What follows belongs to an exercise in optimizing a design on an open flow for small area; a production flow would make more cautious choices. In this exercise RTL edits were held to simulation tests only and were not proved equivalent to the original. The flow treats the clock pin as an ideal source, which a real chip does not have. Power is estimated from default activity; no workload was simulated.

// rdt3_frame_decoder
module rdt3_frame_decoder (
    input  wire        clk,
    input  wire        rst,
    input  wire        in_valid,
    output wire        in_ready,
    input  wire [31:0] in_data,
    input  wire [2:0]  in_nbytes,    
    input  wire        in_last,
    output wire        out_valid,
    input  wire        out_ready,
    output wire [31:0] out_seq,
    output wire [31:0] out_ack,
    output wire        out_is_ack,
    output wire [31:0] out_digest,
    output wire [31:0] out_crc,
    output wire        out_corrupt,
    output wire        out_malformed,
    output wire [15:0] out_len,
    output wire [15:0] out_poff,
    output wire [15:0] out_plen
);
Settings: LEC_CHECK=0, CAP_MARGIN=20, CORE_MARGIN=2, CORE_UTILIZATION=40, SLEW_MARGIN=20; clock period 10.0 ns.
standard.sh (not shown) runs the stock make flow with config.mk's settings and CLKGATE_MAP_FILE= SYNTH_SCRIPT=/design/flow/synth_recipe.tcl, a recipe that flattens the netlist after the stock synthesis.
==> flow/flow/run.sh <==
#!/bin/bash
# Standard ORFS layout, with every port buffered by the smallest buffer (buf_1)
# instead of the one buffer_ports picks by default. Make's output goes to flow_make.log.
set -euo pipefail
bash standard.sh BUFFER_PORTS_ARGS="-buffer_cell sky130_fd_sc_hd__buf_1" finish > flow_make.log 2>&1
Then changed:
==> flow/run.sh (new file) <==
#!/bin/bash
# synth_recipe.tcl (not shown) runs the flow's synth.tcl, then flattens the netlist and writes it again
# the make line also repeats each setting of config.mk as NAME=value (left out here)
make -C /OpenROAD-flow-scripts/flow DESIGN_CONFIG=/design/flow/config.mk WORK_HOME=/design/flow/orfs CLKGATE_MAP_FILE= SYNTH_SCRIPT=/design/flow/synth_recipe.tcl finish
removed: flow/flow/run.sh
removed: flow/standard.sh
Outcome:
- The new run passed the timing, design-rule and antenna checks
- worst setup slack is worse by 360 ps
- design area came out higher by roughly a tenth
- power came out lower slightly
- clock power came out lower by a few percent
- global-route usage came out higher by 0.66 points
Then changed:
==> flow/flow/run.sh (new file) <==
#!/bin/bash
# Layout flow: the standard ORFS layout (standard.sh) with these changes:
#  - synthesis: the standard synthesis script, except that the final ABC
#    mapping uses an area script (flow/synth_area.tcl, flow/abc_area.script) and
#    Yosys's full-adder extraction is skipped (ADDER_MAP_FILE empty); the
#    registers are the same as the standard synthesis's;
#  - every port is buffered by the smallest buffer (buf_1);
#  - the clock tree is built from clkbuf_8 leaves under a clkbuf_16 root, with
#    no dummy loads.
# Make's full output goes to flow_make.log; ORFS's per-step logs are under orfs/logs.
set -euo pipefail
here=$(pwd)
bash standard.sh \
  SYNTH_SCRIPT="$here/flow/synth_area.tcl" \
  ADDER_MAP_FILE= \
  BUFFER_PORTS_ARGS="-buffer_cell sky130_fd_sc_hd__buf_1" \
  CTS_ARGS="-sink_clustering_enable -repair_clock_nets -buf_list sky130_fd_sc_hd__clkbuf_8 -root_buf sky130_fd_sc_hd__clkbuf_16 -sink_clustering_size 10 -dont_use_dummy_load" \
  finish > flow_make.log 2>&1
==> flow/flow/abc_area.script (new file) <==
strash
dch
map -a
mfs2
strash
dch
map -a
topo
stime -c
==> flow/flow/synth_area.tcl (new file) <==
# The standard synthesis (synth_recipe.tcl), with one change: the final ABC
# technology mapping uses an area-oriented script (abc_area.script beside this
# file) instead of ORFS's delay-oriented one. Registers and names are unchanged.
proc synth {args} { yosys synth -nofsm -noshare {*}$args }
set ::area_abc_script [file join [file dirname [file normalize [info script]]] abc_area.script]
proc abc {args} {
  set i [lsearch -exact $args -script]
  if { $i >= 0 } {
    lset args [expr { $i + 1 }] $::area_abc_script
  }
  puts "abc (area script): $args"
  yosys abc {*}$args
}
source $::env(SCRIPTS_DIR)/synth.tcl
# left out here: clear keep_hierarchy, flatten, clean up, hide names made inside functions, write 1_2_yosys.v
==> flow/standard.sh (new file) <==
#!/bin/bash
# synth_recipe.tcl (not shown) runs the flow's synth.tcl, then flattens the netlist and writes it again
# the make line also repeats each setting of config.mk as NAME=value (left out here)
make -C /OpenROAD-flow-scripts/flow DESIGN_CONFIG=/design/flow/config.mk WORK_HOME=/design/flow/orfs CLKGATE_MAP_FILE= SYNTH_SCRIPT=/design/flow/synth_recipe.tcl "${@:-finish}"
Settings changed: CORE_UTILIZATION 40 to 45.
removed: flow/run.sh
Routed wire length goes down by 8.0%.
Worst setup slack is better by 680 ps.
Global-route usage goes up by 1.3 points.
Cell area goes down by 19%.
Worst hold slack is worse by 21 ps.
Then changed:
==> flow/flow/run.sh (replaced) <==
#!/bin/bash
# Standard ORFS layout (the standard.sh) with two changes:
#  - every port is buffered by the smallest buffer (buf_1);
#  - the clock tree uses small clock buffers and no dummy loads.
# Make's full output goes to flow_make.log.
set -euo pipefail
bash standard.sh \
  BUFFER_PORTS_ARGS="-buffer_cell sky130_fd_sc_hd__buf_1" \
  CTS_ARGS="-sink_clustering_enable -repair_clock_nets -buf_list {sky130_fd_sc_hd__clkbuf_2 sky130_fd_sc_hd__clkbuf_4 sky130_fd_sc_hd__clkbuf_8} -root_buf sky130_fd_sc_hd__clkbuf_16 -sink_clustering_size 10 -dont_use_dummy_load" \
  finish > flow_make.log 2>&1
Settings changed: CORE_UTILIZATION 45 to 60.
removed: flow/flow/abc_area.script
removed: flow/flow/synth_area.tcl
- setup slack is worse by 520 ps
- via count goes down by 3.9%
- final area goes up by 3.5%
- routed wire length goes down by 1.9%
- fmax goes down by 11%
- sequential power hardly moves
- count of clock-buffer cells in the layout stays the same
- global-route usage goes up by 3.8 points
- non-clock buffer count goes down by 4
- worst hold slack is worse by 10 ps


Another version of the RTL of rdt3_frame_decoder (not shown whole).
Size in the first run: about 190 flip-flops, about 0.0071 mm² of cells after synthesis.
// rdt3_frame_decoder
module rdt3_frame_decoder (
    input  wire        clk,
    input  wire        rst,
    input  wire        in_valid,
    output wire        in_ready,
    input  wire [31:0] in_data,
    input  wire [2:0]  in_nbytes,    
    input  wire        in_last,
    output wire        out_valid,
    input  wire        out_ready,
    output wire [31:0] out_seq,
    output wire [31:0] out_ack,
    output wire        out_is_ack,
    output wire [31:0] out_digest,
    output wire [31:0] out_crc,
    output wire        out_corrupt,
    output wire        out_malformed,
    output wire [15:0] out_len,
    output wire [15:0] out_poff,
    output wire [15:0] out_plen
);
export LEC_CHECK = 0
export CAP_MARGIN = 20
export CORE_MARGIN = 2
export CORE_UTILIZATION = 45
export PLACE_DENSITY = 0.85
export SLEW_MARGIN = 20
create_clock -name core_clock -period 10.0 [get_ports {clk}]
==> flow/flow/run.sh <==
#!/bin/bash
# Layout flow: the standard ORFS layout (standard.sh) with these changes:
#  - synthesis: the standard synthesis script, except that the final ABC
#    mapping uses an area script (flow/synth_area.tcl, flow/abc_area.script) and
#    Yosys's full-adder extraction is skipped (ADDER_MAP_FILE empty); the
#    registers are the same as the standard synthesis's;
#  - every port is buffered by the smallest buffer (buf_1);
#  - constant outputs share one tie cell (SKIP_REPAIR_TIE_FANOUT);
#  - the clock tree is built from clkbuf_8 leaves under a clkbuf_16 root, with
#    no dummy loads, and then each clock buffer is shrunk to the smallest one
#    that keeps clock-pin slews under 110 ps (flow/downsize.tcl, a POST_CTS hook).
# Make's full output goes to flow_make.log; ORFS's per-step logs are under orfs/logs.
set -euo pipefail
here=$(pwd)
bash standard.sh \
  SYNTH_SCRIPT="$here/flow/synth_area.tcl" \
  ADDER_MAP_FILE= \
  BUFFER_PORTS_ARGS="-buffer_cell sky130_fd_sc_hd__buf_1" \
  SKIP_REPAIR_TIE_FANOUT=1 \
  CTS_ARGS="-sink_clustering_enable -repair_clock_nets -buf_list sky130_fd_sc_hd__clkbuf_8 -root_buf sky130_fd_sc_hd__clkbuf_16 -dont_use_dummy_load" \
  POST_CTS_TCL="$here/flow/downsize.tcl" \
  finish > flow_make.log 2>&1
==> flow/flow/downsize.tcl <==
set ds_limit 0.110
set ds_sizes {sky130_fd_sc_hd__clkbuf_1 sky130_fd_sc_hd__clkbuf_2 sky130_fd_sc_hd__clkbuf_4 sky130_fd_sc_hd__clkbuf_8 sky130_fd_sc_hd__clkbuf_16}
proc ds_worst_clk_slew {} {
  set worst 0
  foreach p [get_pins -hierarchical */CLK] {
    set s [get_property $p slew_max]
    if { $s > $worst } { set worst $s }
  }
  return $worst
}
proc ds_area {m} { return [get_property [lindex [get_lib_cells */$m] 0] area] }
estimate_parasitics -placement
set base [ds_worst_clk_slew]
puts "downsize: worst clock-pin slew before [format %.4f $base]"
set lim [expr { max($ds_limit, $base) }]
set changed 0
foreach inst [get_cells *] {
  set m [get_property $inst ref_name]
  set i [lsearch -exact $ds_sizes $m]
  if { $i <= 0 } { continue }
  for { set j 0 } { $j < $i } { incr j } {
    set cand [lindex $ds_sizes $j]
    replace_cell $inst $cand
    estimate_parasitics -placement
    set w [ds_worst_clk_slew]
    if { $w <= $lim } {
      puts "downsize: [get_property $inst name] $m -> $cand (worst [format %.4f $w])"
      incr changed
      break
    }
    replace_cell $inst $m
  }
}
estimate_parasitics -placement
puts "downsize: $changed buffers changed, worst clock-pin slew now [format %.4f [ds_worst_clk_slew]]"
Other scripts of this flow, unchanged in this note and not shown: flow/flow/abc_area.script, flow/flow/synth_area.tcl
Edit:
==> flow/flow/run.sh (replaced) <==
#!/bin/bash
# Layout flow: the standard ORFS layout (standard.sh) with these changes:
#  - synthesis: the standard synthesis script, except that the final ABC
#    mapping uses an area script (flow/synth_area.tcl, flow/abc_area.script) and
#    Yosys's full-adder extraction is skipped (ADDER_MAP_FILE empty); the
#    registers are the same as the standard synthesis's;
#  - every port is buffered by the smallest buffer (buf_1);
#  - the clock tree is built from clkbuf_8 leaves under a clkbuf_16 root, with
#    no dummy loads.
# Make's full output goes to flow_make.log; ORFS's per-step logs are under orfs/logs.
set -euo pipefail
here=$(pwd)
bash standard.sh \
  SYNTH_SCRIPT="$here/flow/synth_area.tcl" \
  ADDER_MAP_FILE= \
  BUFFER_PORTS_ARGS="-buffer_cell sky130_fd_sc_hd__buf_1" \
  CTS_ARGS="-sink_clustering_enable -repair_clock_nets -buf_list sky130_fd_sc_hd__clkbuf_8 -root_buf sky130_fd_sc_hd__clkbuf_16 -sink_clustering_size 20 -dont_use_dummy_load" \
  SKIP_REPAIR_TIE_FANOUT=1 finish > flow_make.log 2>&1
Settings changed: CORE_UTILIZATION 45 to 35, PLACE_DENSITY 0.85 to unset.
removed: flow/flow/downsize.tcl
Effect: Area after synthesis stays the same; sequential power hardly moves; final area went up by 1.5%; non-clock buffer count went up by 2.
Edit:
--- a/flow/flow/run.sh
+++ b/flow/flow/run.sh
@@ -16,3 +16,3 @@
   BUFFER_PORTS_ARGS="-buffer_cell sky130_fd_sc_hd__buf_1" \
-  CTS_ARGS="-sink_clustering_enable -repair_clock_nets -buf_list sky130_fd_sc_hd__clkbuf_8 -root_buf sky130_fd_sc_hd__clkbuf_16 -sink_clustering_size 20 -dont_use_dummy_load" \
-  SKIP_REPAIR_TIE_FANOUT=1 finish > flow_make.log 2>&1
+  CTS_ARGS="-sink_clustering_enable -repair_clock_nets -buf_list sky130_fd_sc_hd__clkbuf_8 -root_buf sky130_fd_sc_hd__clkbuf_16 -sink_clustering_size 10 -dont_use_dummy_load" \
+  finish > flow_make.log 2>&1
Result: Register-to-register slack hardly moves; routed wire length came out higher by 0.75%; sequential power barely changes.
Edit:
--- a/flow/flow/run.sh
+++ b/flow/flow/run.sh
@@ -16,3 +16,3 @@
   BUFFER_PORTS_ARGS="-buffer_cell sky130_fd_sc_hd__buf_1" \
-  CTS_ARGS="-sink_clustering_enable -repair_clock_nets -buf_list sky130_fd_sc_hd__clkbuf_8 -root_buf sky130_fd_sc_hd__clkbuf_16 -sink_clustering_size 10 -dont_use_dummy_load" \
-  finish > flow_make.log 2>&1
+  CTS_ARGS="-sink_clustering_enable -repair_clock_nets -buf_list sky130_fd_sc_hd__clkbuf_8 -root_buf sky130_fd_sc_hd__clkbuf_16 -sink_clustering_size 30 -sink_clustering_max_diameter 60 -dont_use_dummy_load" \
+   finish > flow_make.log 2>&1
Result: The changed run ran to the end with no violations; count of clock-buffer cells in the layout does not change; utilization does not change; via count is unchanged.

## separate check: timing with driven ports
How much do the figures lean on ideal ports? The routed layouts below were timed once more, with nothing changed but the port constraints. Step 1 assumes that a clkbuf_16 drives the clock port and a buf_2 every other input. Step 2 moves the port delays by t, midway between the first and last clock arrival at a register: inputs arrive t later, outputs are due t later. That takes back most of the time a late clock gives input paths. Three values: ideal, step 1, step 2; two values: the first two.
| run | shift t [ns] | setup WS [ns] | hold slack, ns | slew at the worst register clock pin (ns) | worst data-port slew with drivers (ns) |
|---|---|---|---|---|---|
| the first run of note 1 | 0.464 | 5.583 / 5.607 / 5.143 | 0.447 / 0.447 / 0.447 | 0.07 / 0.07 | 0.04 |
| the second run of note 1 | 0.466 | 5.224 / 5.242 / 4.776 | 0.447 / 0.447 / 0.447 | 0.07 / 0.07 | 0.04 |
| the third run of note 1 | 0.404 | 5.907 / 5.921 / 5.517 | 0.426 / 0.426 / 0.426 | 0.09 / 0.09 | 0.04 |
| the fourth run of note 1 | 0.410 | 5.389 / 5.410 / 5.000 | 0.416 / 0.416 / 0.416 | 0.11 / 0.11 | 0.03 |
| the first run of note 2 | 0.790 | 5.563 / 5.563 / 4.921 | 0.442 / 0.442 / 0.442 | 0.10 / 0.10 | 0.07 |
| the second run of note 2 | 0.402 | 5.394 / 5.408 / 5.005 | 0.429 / 0.429 / 0.429 | 0.10 / 0.10 | 0.05 |
| the third run of note 2 | 0.402 | 5.376 / 5.391 / 4.989 | 0.432 / 0.432 / 0.432 | 0.09 / 0.09 | 0.04 |
| the fourth run of note 2 | 0.402 | 5.376 / 5.391 / 4.989 | 0.432 / 0.432 / 0.432 | 0.09 / 0.09 | 0.04 |
After both steps setup and hold are still met in every run listed. The setup slack of the first run of note 2, which loses most, moves by 0.000 ns with the drivers and by -0.642 ns with both steps.
